What follows belongs to an exercise in optimizing a design on an open flow for small area; a production flow would make more cautious choices. No functional check of the RTL was part of this run. Power is estimated from default activity; no workload was simulated.

===== flow/run.sh =====
#!/bin/bash
# synth_recipe.tcl (not shown) runs the flow's synth.tcl, then flattens the netlist and writes it again
# the make line also repeats each setting of config.mk as NAME=value (left out here)
make -C /OpenROAD-flow-scripts/flow DESIGN_CONFIG=/design/flow/config.mk WORK_HOME=/design/flow/orfs CLKGATE_MAP_FILE= SYNTH_SCRIPT=/design/flow/synth_recipe.tcl finish

===== flow/design.v =====
module udma_uart (
  input  wire        clk,
  input  wire        rst,
  input  wire        cg,
  input  wire        rx_in,
  output wire        tx_out,
  output reg         evt_rx,
  output reg         evt_tx,
  input  wire        reg_valid,
  input  wire        reg_write,
  input  wire [1:0]  reg_sz,
  input  wire [6:0]  reg_off,
  input  wire [31:0] reg_wdata,
  output reg  [31:0] reg_rdata,
  output reg         reg_err,
  output reg         tx_req_valid,
  output reg  [31:0] tx_req_addr,
  output reg  [2:0]  tx_req_n,
  input  wire        tx_rsp_valid,
  input  wire [31:0] tx_rsp_data,
  output reg         rx_req_valid,
  output reg  [31:0] rx_req_addr,
  output reg  [2:0]  rx_req_n,
  output reg  [31:0] rx_req_data,
  input  wire        rx_rsp_valid
);
  localparam POOL = 4;
  localparam TX_IDLE   = 3'd0;
  localparam TX_START  = 3'd1;
  localparam TX_DATA   = 3'd2;
  localparam TX_PARITY = 3'd3;
  localparam TX_STOP   = 3'd4;
  localparam RX_WAIT_START = 2'd0;
  localparam RX_DATA       = 2'd1;
  localparam RX_PARITY     = 2'd2;
  localparam RX_WAIT_STOP  = 2'd3;
  reg [31:0] rx_saddr, tx_saddr;
  reg [19:0] rx_size,  tx_size;
  reg        rx_cont,  tx_cont;
  reg [1:0]  rx_ds,    tx_ds;
  reg        rx_en,    tx_en;
  reg [2:0]             rx_dcnt,   tx_dcnt;
  reg [POOL-1:0][31:0]  rx_dstart, tx_dstart;
  reg [POOL-1:0][19:0]  rx_dtotal, tx_dtotal;
  reg [POOL-1:0][1:0]   rx_dds,    tx_dds;
  reg [POOL-1:0]        rx_dcont,  tx_dcont;
  reg [POOL-1:0][31:0]  rx_daddr,  tx_daddr;
  reg [POOL-1:0][19:0]  rx_drem,   tx_drem;
  reg [3:0][7:0] rx_stage, tx_stage;
  reg [2:0]      rx_scnt,  tx_scnt;
  reg        rx_out_v,  tx_out_v;
  reg [2:0]  rx_out_n,  tx_out_n;
  reg        rx_out_disc, tx_out_disc;
  reg        rx_rdy_v,  tx_rdy_v;
  reg [31:0] tx_rdy_data;
  reg [1:0]  parity_mode;
  reg        stop2;
  reg [15:0] clkdiv;
  reg [2:0]  tx_state;
  reg [7:0]  tx_shift;
  reg [2:0]  tx_bit;
  reg        tx_stop;
  reg [15:0] tx_cnt;
  reg        tx_line;
  reg [1:0]  rx_state;
  reg [7:0]  rx_shift;
  reg [2:0]  rx_bit;
  reg [16:0] rx_cnt;
  reg        rx_prev;
  assign tx_out = tx_line;
  reg [31:0] n_rx_saddr, n_tx_saddr;
  reg [19:0] n_rx_size,  n_tx_size;
  reg        n_rx_cont,  n_tx_cont;
  reg [1:0]  n_rx_ds,    n_tx_ds;
  reg        n_rx_en,    n_tx_en;
  reg [2:0]             n_rx_dcnt,   n_tx_dcnt;
  reg [POOL-1:0][31:0]  n_rx_dstart, n_tx_dstart;
  reg [POOL-1:0][19:0]  n_rx_dtotal, n_tx_dtotal;
  reg [POOL-1:0][1:0]   n_rx_dds,    n_tx_dds;
  reg [POOL-1:0]        n_rx_dcont,  n_tx_dcont;
  reg [POOL-1:0][31:0]  n_rx_daddr,  n_tx_daddr;
  reg [POOL-1:0][19:0]  n_rx_drem,   n_tx_drem;
  reg [3:0][7:0] n_rx_stage, n_tx_stage;
  reg [2:0]      n_rx_scnt,  n_tx_scnt;
  reg        n_rx_out_v,  n_tx_out_v;
  reg [2:0]  n_rx_out_n,  n_tx_out_n;
  reg        n_rx_out_disc, n_tx_out_disc;
  reg        n_rx_rdy_v,  n_tx_rdy_v;
  reg [31:0] n_tx_rdy_data;
  reg [1:0]  n_parity_mode;
  reg        n_stop2;
  reg [15:0] n_clkdiv;
  reg [2:0]  n_tx_state;
  reg [7:0]  n_tx_shift;
  reg [2:0]  n_tx_bit;
  reg        n_tx_stop;
  reg [15:0] n_tx_cnt;
  reg        n_tx_line;
  reg [1:0]  n_rx_state;
  reg [7:0]  n_rx_shift;
  reg [2:0]  n_rx_bit;
  reg [16:0] n_rx_cnt;
  reg        n_rx_prev;
  reg        n_evt_rx, n_evt_tx;
  reg        n_tx_req_valid, n_rx_req_valid;
  reg [31:0] n_tx_req_addr,  n_rx_req_addr;
  reg [2:0]  n_tx_req_n,     n_rx_req_n;
  reg [31:0] n_rx_req_data;
  reg        acc_ok;
  reg [2:0]  unit;
  reg [2:0]  nn;
  reg        pb;
  integer    i;
  always @* begin
    n_rx_saddr = rx_saddr;   n_tx_saddr = tx_saddr;
    n_rx_size  = rx_size;    n_tx_size  = tx_size;
    n_rx_cont  = rx_cont;    n_tx_cont  = tx_cont;
    n_rx_ds    = rx_ds;      n_tx_ds    = tx_ds;
    n_rx_en    = rx_en;      n_tx_en    = tx_en;
    n_rx_dcnt   = rx_dcnt;   n_tx_dcnt   = tx_dcnt;
    n_rx_dstart = rx_dstart; n_tx_dstart = tx_dstart;
    n_rx_dtotal = rx_dtotal; n_tx_dtotal = tx_dtotal;
    n_rx_dds    = rx_dds;    n_tx_dds    = tx_dds;
    n_rx_dcont  = rx_dcont;  n_tx_dcont  = tx_dcont;
    n_rx_daddr  = rx_daddr;  n_tx_daddr  = tx_daddr;
    n_rx_drem   = rx_drem;   n_tx_drem   = tx_drem;
    n_rx_stage = rx_stage;   n_tx_stage = tx_stage;
    n_rx_scnt  = rx_scnt;    n_tx_scnt  = tx_scnt;
    n_rx_out_v    = rx_out_v;    n_tx_out_v    = tx_out_v;
    n_rx_out_n    = rx_out_n;    n_tx_out_n    = tx_out_n;
    n_rx_out_disc = rx_out_disc; n_tx_out_disc = tx_out_disc;
    n_rx_rdy_v    = rx_rdy_v;    n_tx_rdy_v    = tx_rdy_v;
    n_tx_rdy_data = tx_rdy_data;
    n_parity_mode = parity_mode;
    n_stop2       = stop2;
    n_clkdiv      = clkdiv;
    n_tx_state = tx_state;  n_tx_shift = tx_shift;  n_tx_bit = tx_bit;
    n_tx_stop  = tx_stop;   n_tx_cnt   = tx_cnt;    n_tx_line = tx_line;
    n_rx_state = rx_state;  n_rx_shift = rx_shift;  n_rx_bit = rx_bit;
    n_rx_cnt   = rx_cnt;    n_rx_prev  = rx_prev;
    n_evt_rx = 1'b0;
    n_evt_tx = 1'b0;
    n_tx_req_valid = 1'b0;  n_tx_req_addr = tx_req_addr;  n_tx_req_n = tx_req_n;
    n_rx_req_valid = 1'b0;  n_rx_req_addr = rx_req_addr;  n_rx_req_n = rx_req_n;
    n_rx_req_data  = rx_req_data;
    reg_rdata = 32'd0;
    reg_err   = 1'b0;
    acc_ok    = 1'b0;
    unit      = 3'd0;
    nn        = 3'd0;
    pb        = 1'b0;
    if (n_rx_rdy_v) begin
      if (!n_rx_out_disc) begin
        n_rx_daddr[0] = n_rx_daddr[0] + {29'd0, n_rx_out_n};
        n_rx_drem[0]  = n_rx_drem[0]  - {17'd0, n_rx_out_n};
        if (n_rx_drem[0] == 20'd0) begin
          n_evt_rx = 1'b1;
          if (n_rx_dcont[0]) begin
            n_rx_daddr[0] = n_rx_dstart[0];
            n_rx_drem[0]  = n_rx_dtotal[0];
          end else begin
            for (i = 0; i < POOL-1; i = i + 1) begin
              n_rx_dstart[i] = n_rx_dstart[i+1];
              n_rx_dtotal[i] = n_rx_dtotal[i+1];
              n_rx_dds[i]    = n_rx_dds[i+1];
              n_rx_dcont[i]  = n_rx_dcont[i+1];
              n_rx_daddr[i]  = n_rx_daddr[i+1];
              n_rx_drem[i]   = n_rx_drem[i+1];
            end
            n_rx_dcnt = n_rx_dcnt - 3'd1;
            if (n_rx_dcnt == 3'd0)
              n_rx_scnt = 3'd0;           
          end
        end
      end
      n_rx_out_v = 1'b0;
      n_rx_rdy_v = 1'b0;
    end
    if (n_tx_rdy_v) begin
      if (!n_tx_out_disc) begin
        for (i = 0; i < 4; i = i + 1)
          n_tx_stage[i] = n_tx_rdy_data[8*i +: 8];
        n_tx_scnt = n_tx_out_n;
        n_tx_daddr[0] = n_tx_daddr[0] + {29'd0, n_tx_out_n};
        n_tx_drem[0]  = n_tx_drem[0]  - {17'd0, n_tx_out_n};
        if (n_tx_drem[0] == 20'd0) begin
          n_evt_tx = 1'b1;
          if (n_tx_dcont[0]) begin
            n_tx_daddr[0] = n_tx_dstart[0];
            n_tx_drem[0]  = n_tx_dtotal[0];
          end else begin
            for (i = 0; i < POOL-1; i = i + 1) begin
              n_tx_dstart[i] = n_tx_dstart[i+1];
              n_tx_dtotal[i] = n_tx_dtotal[i+1];
              n_tx_dds[i]    = n_tx_dds[i+1];
              n_tx_dcont[i]  = n_tx_dcont[i+1];
              n_tx_daddr[i]  = n_tx_daddr[i+1];
              n_tx_drem[i]   = n_tx_drem[i+1];
            end
            n_tx_dcnt = n_tx_dcnt - 3'd1;
          end
        end
      end
      n_tx_out_v = 1'b0;
      n_tx_rdy_v = 1'b0;
    end
    if (rx_rsp_valid) n_rx_rdy_v = 1'b1;
    if (tx_rsp_valid) begin
      n_tx_rdy_v    = 1'b1;
      n_tx_rdy_data = tx_rsp_data;
    end
    if (reg_valid) begin
      acc_ok = (reg_sz == 2'b10) && (reg_off[1:0] == 2'b00) &&
               (reg_off == 7'h00 || reg_off == 7'h04 || reg_off == 7'h08 ||
                reg_off == 7'h10 || reg_off == 7'h14 || reg_off == 7'h18 ||
                reg_off == 7'h20 || reg_off == 7'h24);
      if (acc_ok && reg_write) begin
        if ((reg_off == 7'h08 || reg_off == 7'h18) && reg_wdata[2:1] == 2'b11)
          acc_ok = 1'b0;
        if (reg_off == 7'h24 && reg_wdata[1:0] == 2'b11)
          acc_ok = 1'b0;
      end
      if (acc_ok && !reg_write) begin
        case (reg_off)
          7'h00: reg_rdata = n_rx_saddr;
          7'h04: reg_rdata = (n_rx_dcnt != 3'd0) ? {12'd0, n_rx_drem[0]} : 32'd0;
          7'h08: reg_rdata = {26'd0, (n_rx_dcnt != 3'd0), n_rx_en, 1'b0, n_rx_ds, n_rx_cont};
          7'h10: reg_rdata = n_tx_saddr;
          7'h14: reg_rdata = (n_tx_dcnt != 3'd0) ? {12'd0, n_tx_drem[0]} : 32'd0;
          7'h18: reg_rdata = {26'd0, (n_tx_dcnt != 3'd0), n_tx_en, 1'b0, n_tx_ds, n_tx_cont};
          7'h20: reg_rdata = {30'd0, (n_rx_state != RX_WAIT_START),
                              (n_tx_state != TX_IDLE) || (n_tx_scnt != 3'd0)};
          7'h24: reg_rdata = {n_clkdiv, 13'd0, n_stop2, n_parity_mode};
          default: reg_rdata = 32'd0;
        endcase
      end
      if (acc_ok && reg_write) begin
        case (reg_off)
          7'h00: n_rx_saddr = reg_wdata;
          7'h04: begin
            n_rx_size = reg_wdata[19:0];
            if (n_rx_en && n_rx_size != 20'd0 && n_rx_dcnt != POOL) begin
              for (i = 0; i < POOL; i = i + 1) begin
                if (i[2:0] == n_rx_dcnt) begin
                  n_rx_dstart[i] = n_rx_saddr;
                  n_rx_dtotal[i] = n_rx_size;
                  n_rx_dds[i]    = n_rx_ds;
                  n_rx_dcont[i]  = n_rx_cont;
                  n_rx_daddr[i]  = n_rx_saddr;
                  n_rx_drem[i]   = n_rx_size;
                end
              end
              n_rx_dcnt = n_rx_dcnt + 3'd1;
            end
          end
          7'h08: begin
            n_rx_cont = reg_wdata[0];
            n_rx_ds   = reg_wdata[2:1];
            n_rx_en   = reg_wdata[4];
            if (reg_wdata[6]) begin
              n_rx_dcnt = 3'd0;
              n_rx_scnt = 3'd0;
              if (n_rx_out_v) n_rx_out_disc = 1'b1;
            end
          end
          7'h10: n_tx_saddr = reg_wdata;
          7'h14: begin
            n_tx_size = reg_wdata[19:0];
            if (n_tx_en && n_tx_size != 20'd0 && n_tx_dcnt != POOL) begin
              for (i = 0; i < POOL; i = i + 1) begin
                if (i[2:0] == n_tx_dcnt) begin
                  n_tx_dstart[i] = n_tx_saddr;
                  n_tx_dtotal[i] = n_tx_size;
                  n_tx_dds[i]    = n_tx_ds;
                  n_tx_dcont[i]  = n_tx_cont;
                  n_tx_daddr[i]  = n_tx_saddr;
                  n_tx_drem[i]   = n_tx_size;
                end
              end
              n_tx_dcnt = n_tx_dcnt + 3'd1;
            end
          end
          7'h18: begin
            n_tx_cont = reg_wdata[0];
            n_tx_ds   = reg_wdata[2:1];
            n_tx_en   = reg_wdata[4];
            if (reg_wdata[6]) begin
              n_tx_dcnt = 3'd0;
              n_tx_scnt = 3'd0;
              if (n_tx_out_v) n_tx_out_disc = 1'b1;
            end
          end
          7'h24: begin
            n_parity_mode = reg_wdata[1:0];
            n_stop2       = reg_wdata[2];
            n_clkdiv      = reg_wdata[31:16];
          end
          default: ;   
        endcase
      end
      reg_err = !acc_ok;
    end
    if (cg) begin
      if (n_tx_state == TX_IDLE) begin
        if (n_tx_scnt != 3'd0) begin
          n_tx_shift = n_tx_stage[0];
          for (i = 0; i < 3; i = i + 1) n_tx_stage[i] = n_tx_stage[i+1];
          n_tx_stage[3] = 8'd0;
          n_tx_scnt  = n_tx_scnt - 3'd1;
          n_tx_state = TX_START;
          n_tx_line  = 1'b0;
          n_tx_cnt   = n_clkdiv;
        end
      end else if (n_tx_cnt != 16'd0) begin
        n_tx_cnt = n_tx_cnt - 16'd1;
      end else begin
        case (n_tx_state)
          TX_START: begin
            n_tx_state = TX_DATA;
            n_tx_bit   = 3'd0;
            n_tx_line  = n_tx_shift[0];
            n_tx_cnt   = n_clkdiv;
          end
          TX_DATA: begin
            if (n_tx_bit != 3'd7) begin
              n_tx_bit  = n_tx_bit + 3'd1;
              n_tx_line = n_tx_shift[n_tx_bit];
            end else if (n_parity_mode != 2'd0) begin
              n_tx_state = TX_PARITY;
              n_tx_line  = (n_parity_mode == 2'd1) ? ^n_tx_shift : ~^n_tx_shift;
            end else begin
              n_tx_state = TX_STOP;
              n_tx_stop  = 1'b0;
              n_tx_line  = 1'b1;
            end
            n_tx_cnt = n_clkdiv;
          end
          TX_PARITY: begin
            n_tx_state = TX_STOP;
            n_tx_stop  = 1'b0;
            n_tx_line  = 1'b1;
            n_tx_cnt   = n_clkdiv;
          end
          TX_STOP: begin
            if (!n_tx_stop && n_stop2) begin
              n_tx_stop = 1'b1;
              n_tx_line = 1'b1;
              n_tx_cnt  = n_clkdiv;
            end else if (n_tx_scnt != 3'd0) begin
              n_tx_shift = n_tx_stage[0];
              for (i = 0; i < 3; i = i + 1) n_tx_stage[i] = n_tx_stage[i+1];
              n_tx_stage[3] = 8'd0;
              n_tx_scnt  = n_tx_scnt - 3'd1;
              n_tx_state = TX_START;
              n_tx_line  = 1'b0;
              n_tx_cnt   = n_clkdiv;
            end else begin
              n_tx_state = TX_IDLE;
              n_tx_line  = 1'b1;
            end
          end
          default: ;
        endcase
      end
      case (n_rx_state)
        RX_WAIT_START: begin
          if (n_rx_prev && !rx_in) begin
            n_rx_state = RX_DATA;
            n_rx_bit   = 3'd0;
            n_rx_cnt   = {1'b0, n_clkdiv} + {2'b00, n_clkdiv[15:1]} + {16'd0, n_clkdiv[0]};
          end
        end
        RX_DATA: begin
          if (n_rx_cnt != 17'd0) begin
            n_rx_cnt = n_rx_cnt - 17'd1;
          end else begin
            n_rx_shift[n_rx_bit] = rx_in;
            n_rx_cnt = {1'b0, n_clkdiv};
            if (n_rx_bit != 3'd7) begin
              n_rx_bit = n_rx_bit + 3'd1;
            end else if (n_parity_mode != 2'd0) begin
              n_rx_state = RX_PARITY;
            end else begin
              if (n_rx_dcnt != 3'd0 && n_rx_scnt != 3'd4) begin
                n_rx_stage[n_rx_scnt[1:0]] = n_rx_shift;
                n_rx_scnt = n_rx_scnt + 3'd1;
              end
              n_rx_state = RX_WAIT_STOP;
            end
          end
        end
        RX_PARITY: begin
          if (n_rx_cnt != 17'd0) begin
            n_rx_cnt = n_rx_cnt - 17'd1;
          end else begin
            pb = (n_parity_mode == 2'd1) ? ^n_rx_shift : ~^n_rx_shift;
            if (n_parity_mode == 2'd0 || rx_in == pb) begin
              if (n_rx_dcnt != 3'd0 && n_rx_scnt != 3'd4) begin
                n_rx_stage[n_rx_scnt[1:0]] = n_rx_shift;
                n_rx_scnt = n_rx_scnt + 3'd1;
              end
            end
            n_rx_state = RX_WAIT_STOP;
            n_rx_cnt   = {1'b0, n_clkdiv};
          end
        end
        RX_WAIT_STOP: begin
          if (n_rx_cnt != 17'd0) n_rx_cnt = n_rx_cnt - 17'd1;
          else                   n_rx_state = RX_WAIT_START;
        end
        default: ;
      endcase
      n_rx_prev = rx_in;
    end
    if (n_rx_dcnt != 3'd0 && !n_rx_out_v) begin
      unit = 3'd1 << n_rx_dds[0];
      nn   = (n_rx_drem[0] < {17'd0, unit}) ? n_rx_drem[0][2:0] : unit;
      if (n_rx_scnt >= nn) begin
        n_rx_out_v     = 1'b1;
        n_rx_out_n     = nn;
        n_rx_out_disc  = 1'b0;
        n_rx_req_valid = 1'b1;
        n_rx_req_addr  = n_rx_daddr[0];
        n_rx_req_n     = nn;
        for (i = 0; i < 4; i = i + 1)
          n_rx_req_data[8*i +: 8] = (i < nn) ? n_rx_stage[i] : 8'd0;
        n_rx_stage = n_rx_stage >> {nn, 3'b000};
        n_rx_scnt = n_rx_scnt - nn;
      end
    end
    if (n_tx_dcnt != 3'd0 && !n_tx_out_v && n_tx_scnt == 3'd0) begin
      unit = 3'd1 << n_tx_dds[0];
      nn   = (n_tx_drem[0] < {17'd0, unit}) ? n_tx_drem[0][2:0] : unit;
      n_tx_out_v     = 1'b1;
      n_tx_out_n     = nn;
      n_tx_out_disc  = 1'b0;
      n_tx_req_valid = 1'b1;
      n_tx_req_addr  = n_tx_daddr[0];
      n_tx_req_n     = nn;
    end
    if (rst && reg_valid)
      reg_err = 1'b1;
  end
  always @(posedge clk) begin
    if (rst) begin
      rx_saddr <= 32'd0;  tx_saddr <= 32'd0;
      rx_size  <= 20'd0;  tx_size  <= 20'd0;
      rx_cont  <= 1'b0;   tx_cont  <= 1'b0;
      rx_ds    <= 2'd0;   tx_ds    <= 2'd0;
      rx_en    <= 1'b0;   tx_en    <= 1'b0;
      rx_dcnt   <= 3'd0;  tx_dcnt   <= 3'd0;
      rx_dstart <= '0;    tx_dstart <= '0;
      rx_dtotal <= '0;    tx_dtotal <= '0;
      rx_dds    <= '0;    tx_dds    <= '0;
      rx_dcont  <= '0;    tx_dcont  <= '0;
      rx_daddr  <= '0;    tx_daddr  <= '0;
      rx_drem   <= '0;    tx_drem   <= '0;
      rx_stage <= '0;     tx_stage <= '0;
      rx_scnt  <= 3'd0;   tx_scnt  <= 3'd0;
      rx_out_v    <= 1'b0;  tx_out_v    <= 1'b0;
      rx_out_n    <= 3'd0;  tx_out_n    <= 3'd0;
      rx_out_disc <= 1'b0;  tx_out_disc <= 1'b0;
      rx_rdy_v    <= 1'b0;  tx_rdy_v    <= 1'b0;
      tx_rdy_data <= 32'd0;
      parity_mode <= 2'd0;
      stop2       <= 1'b0;
      clkdiv      <= 16'd0;
      tx_state <= TX_IDLE;  tx_shift <= 8'd0;  tx_bit <= 3'd0;
      tx_stop  <= 1'b0;     tx_cnt   <= 16'd0; tx_line <= 1'b1;
      rx_state <= RX_WAIT_START;  rx_shift <= 8'd0;  rx_bit <= 3'd0;
      rx_cnt   <= 17'd0;          rx_prev  <= 1'b1;
      evt_rx <= 1'b0;
      evt_tx <= 1'b0;
      tx_req_valid <= 1'b0;  tx_req_addr <= 32'd0;  tx_req_n <= 3'd0;
      rx_req_valid <= 1'b0;  rx_req_addr <= 32'd0;  rx_req_n <= 3'd0;
      rx_req_data  <= 32'd0;
    end else begin
      rx_saddr <= n_rx_saddr;  tx_saddr <= n_tx_saddr;
      rx_size  <= n_rx_size;   tx_size  <= n_tx_size;
      rx_cont  <= n_rx_cont;   tx_cont  <= n_tx_cont;
      rx_ds    <= n_rx_ds;     tx_ds    <= n_tx_ds;
      rx_en    <= n_rx_en;     tx_en    <= n_tx_en;
      rx_dcnt   <= n_rx_dcnt;    tx_dcnt   <= n_tx_dcnt;
      rx_dstart <= n_rx_dstart;  tx_dstart <= n_tx_dstart;
      rx_dtotal <= n_rx_dtotal;  tx_dtotal <= n_tx_dtotal;
      rx_dds    <= n_rx_dds;     tx_dds    <= n_tx_dds;
      rx_dcont  <= n_rx_dcont;   tx_dcont  <= n_tx_dcont;
      rx_daddr  <= n_rx_daddr;   tx_daddr  <= n_tx_daddr;
      rx_drem   <= n_rx_drem;    tx_drem   <= n_tx_drem;
      rx_stage <= n_rx_stage;  tx_stage <= n_tx_stage;
      rx_scnt  <= n_rx_scnt;   tx_scnt  <= n_tx_scnt;
      rx_out_v    <= n_rx_out_v;     tx_out_v    <= n_tx_out_v;
      rx_out_n    <= n_rx_out_n;     tx_out_n    <= n_tx_out_n;
      rx_out_disc <= n_rx_out_disc;  tx_out_disc <= n_tx_out_disc;
      rx_rdy_v    <= n_rx_rdy_v;     tx_rdy_v    <= n_tx_rdy_v;
      tx_rdy_data <= n_tx_rdy_data;
      parity_mode <= n_parity_mode;
      stop2       <= n_stop2;
      clkdiv      <= n_clkdiv;
      tx_state <= n_tx_state;  tx_shift <= n_tx_shift;  tx_bit  <= n_tx_bit;
      tx_stop  <= n_tx_stop;   tx_cnt   <= n_tx_cnt;    tx_line <= n_tx_line;
      rx_state <= n_rx_state;  rx_shift <= n_rx_shift;  rx_bit <= n_rx_bit;
      rx_cnt   <= n_rx_cnt;    rx_prev  <= n_rx_prev;
      evt_rx <= n_evt_rx;
      evt_tx <= n_evt_tx;
      tx_req_valid <= n_tx_req_valid;  tx_req_addr <= n_tx_req_addr;  tx_req_n <= n_tx_req_n;
      rx_req_valid <= n_rx_req_valid;  rx_req_addr <= n_rx_req_addr;  rx_req_n <= n_rx_req_n;
      rx_req_data  <= n_rx_req_data;
    end
  end
endmodule

===== flow/config.mk =====
export PLATFORM = sky130hd
export DESIGN_NAME = udma_uart
export DESIGN_NICKNAME = udma_uart
export VERILOG_FILES = /design/flow/design.v
export SDC_FILE = /design/flow/constraint.sdc
export NUM_CORES = 4
export LEC_CHECK = 0
export CAP_MARGIN = 20
export CORE_MARGIN = 2
export CORE_UTILIZATION = 40
export SLEW_MARGIN = 20

===== flow/constraint.sdc =====
create_clock -name core_clock -period 12.0 [get_ports {clk}]
set_input_delay 2.4000 -clock core_clock [delete_from_list [all_inputs] [get_ports {clk}]]
set_output_delay 2.4000 -clock core_clock [all_outputs]
set_load 0.01 [all_outputs]

==> results.txt <==
==> cells in the final DEF, fill, tap and decap left out, drive strengths merged, types with 33 or more instances in the layout <==
master and n:
nand4 33, o22ai 49, nand2 1624, clkbuf 177
nor2 575, buf 113, inv 104, dfxtp 1126
a21o 36, a211oi 166, and3 63, and2 34
a31oi 255, o21ai 326, nor3 108, ha 69
xnor2 52, clkdlybuf4s50 218, nand3 121, a221oi 63
a21boi 62, nor4 46, a311oi 41, mux2i 201
or3 33, a22oi 53, mux2 43, a21oi 694
==> sequential cells by signal, indices dropped and copies added (netlist names), 60 cells and up <==
signal / count
tx_drem: 80
tx_dtotal: 60
tx_dstart: 128
rx_drem: 60
tx_daddr: 96
rx_dstart: 128
rx_dtotal: 80
rx_daddr: 96
==> worst min-delay path by stage <==
stage	endpoint	start	cells past startpoint	slack, ns
CTS	tx_dstart[110]$_SDFFE_PP0P_	tx_dstart[110]$_SDFFE_PP0P_	2	0.45
floorplan	tx_dcont[3]$_SDFFE_PP0P_	tx_dcont[3]$_SDFFE_PP0P_	2	0.43
global placement	rx_dstart[116]$_SDFFE_PP0P_	rx_dstart[116]$_SDFFE_PP0P_	2	0.44
detailed placement	tx_dstart[110]$_SDFFE_PP0P_	tx_dstart[110]$_SDFFE_PP0P_	2	0.44
global route	tx_drem[56]$_SDFF_PP0_	tx_drem[56]$_SDFF_PP0_	2	0.47
finish	tx_dstart[110]$_SDFFE_PP0P_	tx_dstart[110]$_SDFFE_PP0P_	2	0.45
==> worst max-delay path: cells and delay by family (launching register included) <==
family | cells | cell delay [ns]
fa+ha+maj | 5 | 1.62
simple gates | 15 | 4.49
compound gates | 10 | 2.88
flops | 1 | 0.35
mux | 3 | 0.90
buf+inv | 2 | 0.58
==> synth_stat cells, drive strengths merged (62+ instances only) <==
| cell | number |
|---|---|
| buf | 76 |
| dfxtp | 1126 |
| ha | 69 |
| inv | 101 |
| o21ai | 326 |
| nor2 | 575 |
| a31oi | 255 |
| nor3 | 108 |
| nand2 | 1624 |
| nand3 | 121 |
| and3 | 63 |
| a21boi | 62 |
| a21oi | 694 |
| clkbuf | 476 |
| mux2i | 201 |
| a211oi | 166 |
| a221oi | 63 |
==> routing by layer <==
| metal | global-route usage, % | vias to the layer above | share of wire (%) | wire, um |
|---|---|---|---|---|
| met5 | 0.629 | - | 0.058 | 117 |
| met4 | 10.1 | 2 | 3.6 | 7320 |
| met3 | 4.79 | 372 | 8.1 | 16500 |
| met2 | 42.8 | 2136 | 43 | 87000 |
| met1 | 40.9 | 25300 | 45 | 92200 |
| li1 | - | 24500 | - | - |
==> cell families (layout without fill, tap and decap cells) <==
logic type	count (synthesis)	count (layout)	synth area share, %
compound gates	2006	2006	23.5
xor+xnor	79	79	1.29
fa+ha+maj	75	75	1.83
buf+inv	653	651	4.61
flops	1126	1126	41.9
mux	252	252	5.03
other cells	0	3	0
simple gates	2775	2775	21.8
==> area by class of cell <==
cell class / count / area share, %
Multi-Input combinational cell: 5187 / 47.3
Inverter: 101 / 0.626
Clock buffer: 177 / 5.90
Clock inverter: 42 / 0.816
Antenna cell: 3 / 0.0122
Tap cell: 1768 / 3.60
Timing Repair Buffer: 331 / 4.99
Sequential cell: 1126 / 36.7
==> power by group through the flow <==
stage	Sequential, mW	Clock (mW)	Combinational, mW
2_1_floorplan	4.15	0	2.81
3_3_place_gp	4.20	0	4.12
3_5_place_dp	4.20	0	4.13
4_1_cts	4.12	3.95	4.15
5_1_grt	4.15	4.10	4.57
6_report	4.13	3.90	4.23
==> results.txt <==
status - no timing/DRC/antenna violations
clk sinks - 1126
Max Freq - 91.0 MHz
skew final - 0.0369 ns
Async S/R FF share, synth - 0%
Via density - 5.99
cell count after placement - 8513
Post-synth EDFFs - 0
Post-Syn Instances - 6966
unique cell type count in the Yosys netlist - 94
maximum root-to-sink buffer count - 3
Non-Filler Instances - 8735
cts hold-fix bufs - 0
I/O Buffers - 220
CP startpoint - rx_req_n[0]$_SDFFE_PP0P_
Row Count - 134
sequential fraction of the synthesis area - 41.9%
most common flop cell mapped by yosys - dfxtp_1
YS warnings - 1
Detail Placement HPWL - 136000 um
cts bufs inserted - 120
switching share of total power - 38.8%
first-pass GRT wire length - 303000 um
fillers - 13200
RSZ-0062 raised after global routing - no
Routed Antenna Nets - 0
CTS root buffer - clkbuf_16
Worst Setup EP - rx_stage[2]$_SDFF_PP0_
clock slew at reported path FFs - 0.06 ns
Leak - 21.2 nW
R2R Setup Slk - 1.01 ns
I/O pins - 221
synthesized area - 53800 um^2
slowest cell delay on critical path - 0.70 ns
GRT overflow - 0
Switch Pwr - 4.76 mW
Pint - 7.49 mW
CORE AREA - 133000 um^2
max_cap viols - 0
TritonCTS clock tree - done
CP startpoint kind - register
power share of the clock group - 31.8%
pin count of the biggest net entering global routing - 155
Final min period - 10.99 ns
Crit path required time - 12.63 ns
FF+latch count, synth - 1126
pin slew with the least headroom to its limit - 1.13 ns
antenna violations before repair - 5
post-cts sizing count - 0
height of the chip - 371 um
WL final - 203000 um
Design Area, Final - 61400 um^2
kind of critical path - reg2reg
post-synth top area cell - dfxtp_1
Mean Syn Cell Area - 7.72 um^2
final setup margin - 1.01 ns
setup TNS - 0 ns
footprint of the multi-input gates - 29000 um^2
Post-DP Area - 57200 um^2
syn_nets - 7122
Rel. slew slack - 24.4%
Power Dens Cells - 200 nW/um^2
Seq pwr share - 33.7%
top cell type's share of synthesized area - 41.9%
worst skew pair latency - 0.76 ns
Reg2Reg Launch Point - rx_req_n[0]$_SDFFE_PP0P_
Max FO, Critical Path - 79
count of final hold-check violations - 0
synth top area cells - dfxtp_1 (42%), nand2_1 (11%), a21oi_1 (6.5%), nor2_1 (4.0%), mux2i_1 (3.7%)
routed len/inst - 23.3 um
CTS H-tree depth - 3
Reg area - 22500 um^2
NumNets Final - 7023
worst hold margin - 0.449 ns
layout cells sized above 1 - 6.61%
Pins Over Slew Limit - 0
number of setup buffers added after CTS - 0
area of the die - 137000 um^2
Core Util, Final - 46.0%
starting DRC count in detailed routing - 5933
CP most frequent cell - ha_1
Worst Path Arrival - 11.61 ns
Residual DRC - 0
initial core utilization - 40.3%
Setup WS pre-CTS - 0.902 ns
CP Capture Type - register
worst vdd ir - 0.000151 V
final setup vio count - 0
P&R area growth vs syn - 14.1%
number of global-route vias before repair - 47500
combinational power share - 34.5%
reg2reg end - rx_stage[2]$_SDFF_PP0_
GRT Util Overall - 28.5%
worst-case reg-to-reg path depth - 35
hold crit path type - reg2reg
die width - 371 um
GPL Wtd Cong - 0.971
Crit-path slowest cell - or3_4
Final Cycle Share - 91.6%
vias post-DR - 52300
drt pass-1 iters - 8
Tot Pwr - 12.3 mW

## re-timing with driven ports
Ports are ideal in the flow. The routed layout listed here was re-timed in OpenROAD. Step 1 sets driving cells, clkbuf_16 on the clock port and buf_2 on the other inputs (assumed; they add their load-dependent delay and slew). Step 2 adds t to the input delays and takes it off the output delays; t is the mean of the earliest and latest rising clock arrival at the registers after step 1. Input paths then give back, and output paths get back, about the clock's delay inside the block. a / b / c = ideal ports / drivers / drivers and shift; a / b = the first two.
shift t [ns]: 0.817
slack for setup (ns): 1.013 / 1.013 / 0.687
hold slack, ns: 0.449 / 0.449 / 0.449
latest minus earliest clock arrival (ns): 0.037 / 0.037
worst register clock-pin slew, ns: 0.07 / 0.07
After both steps setup and hold are still met in this run. For this run, drivers alone change the setup slack by 0.000 ns; drivers and shift together by -0.326 ns.
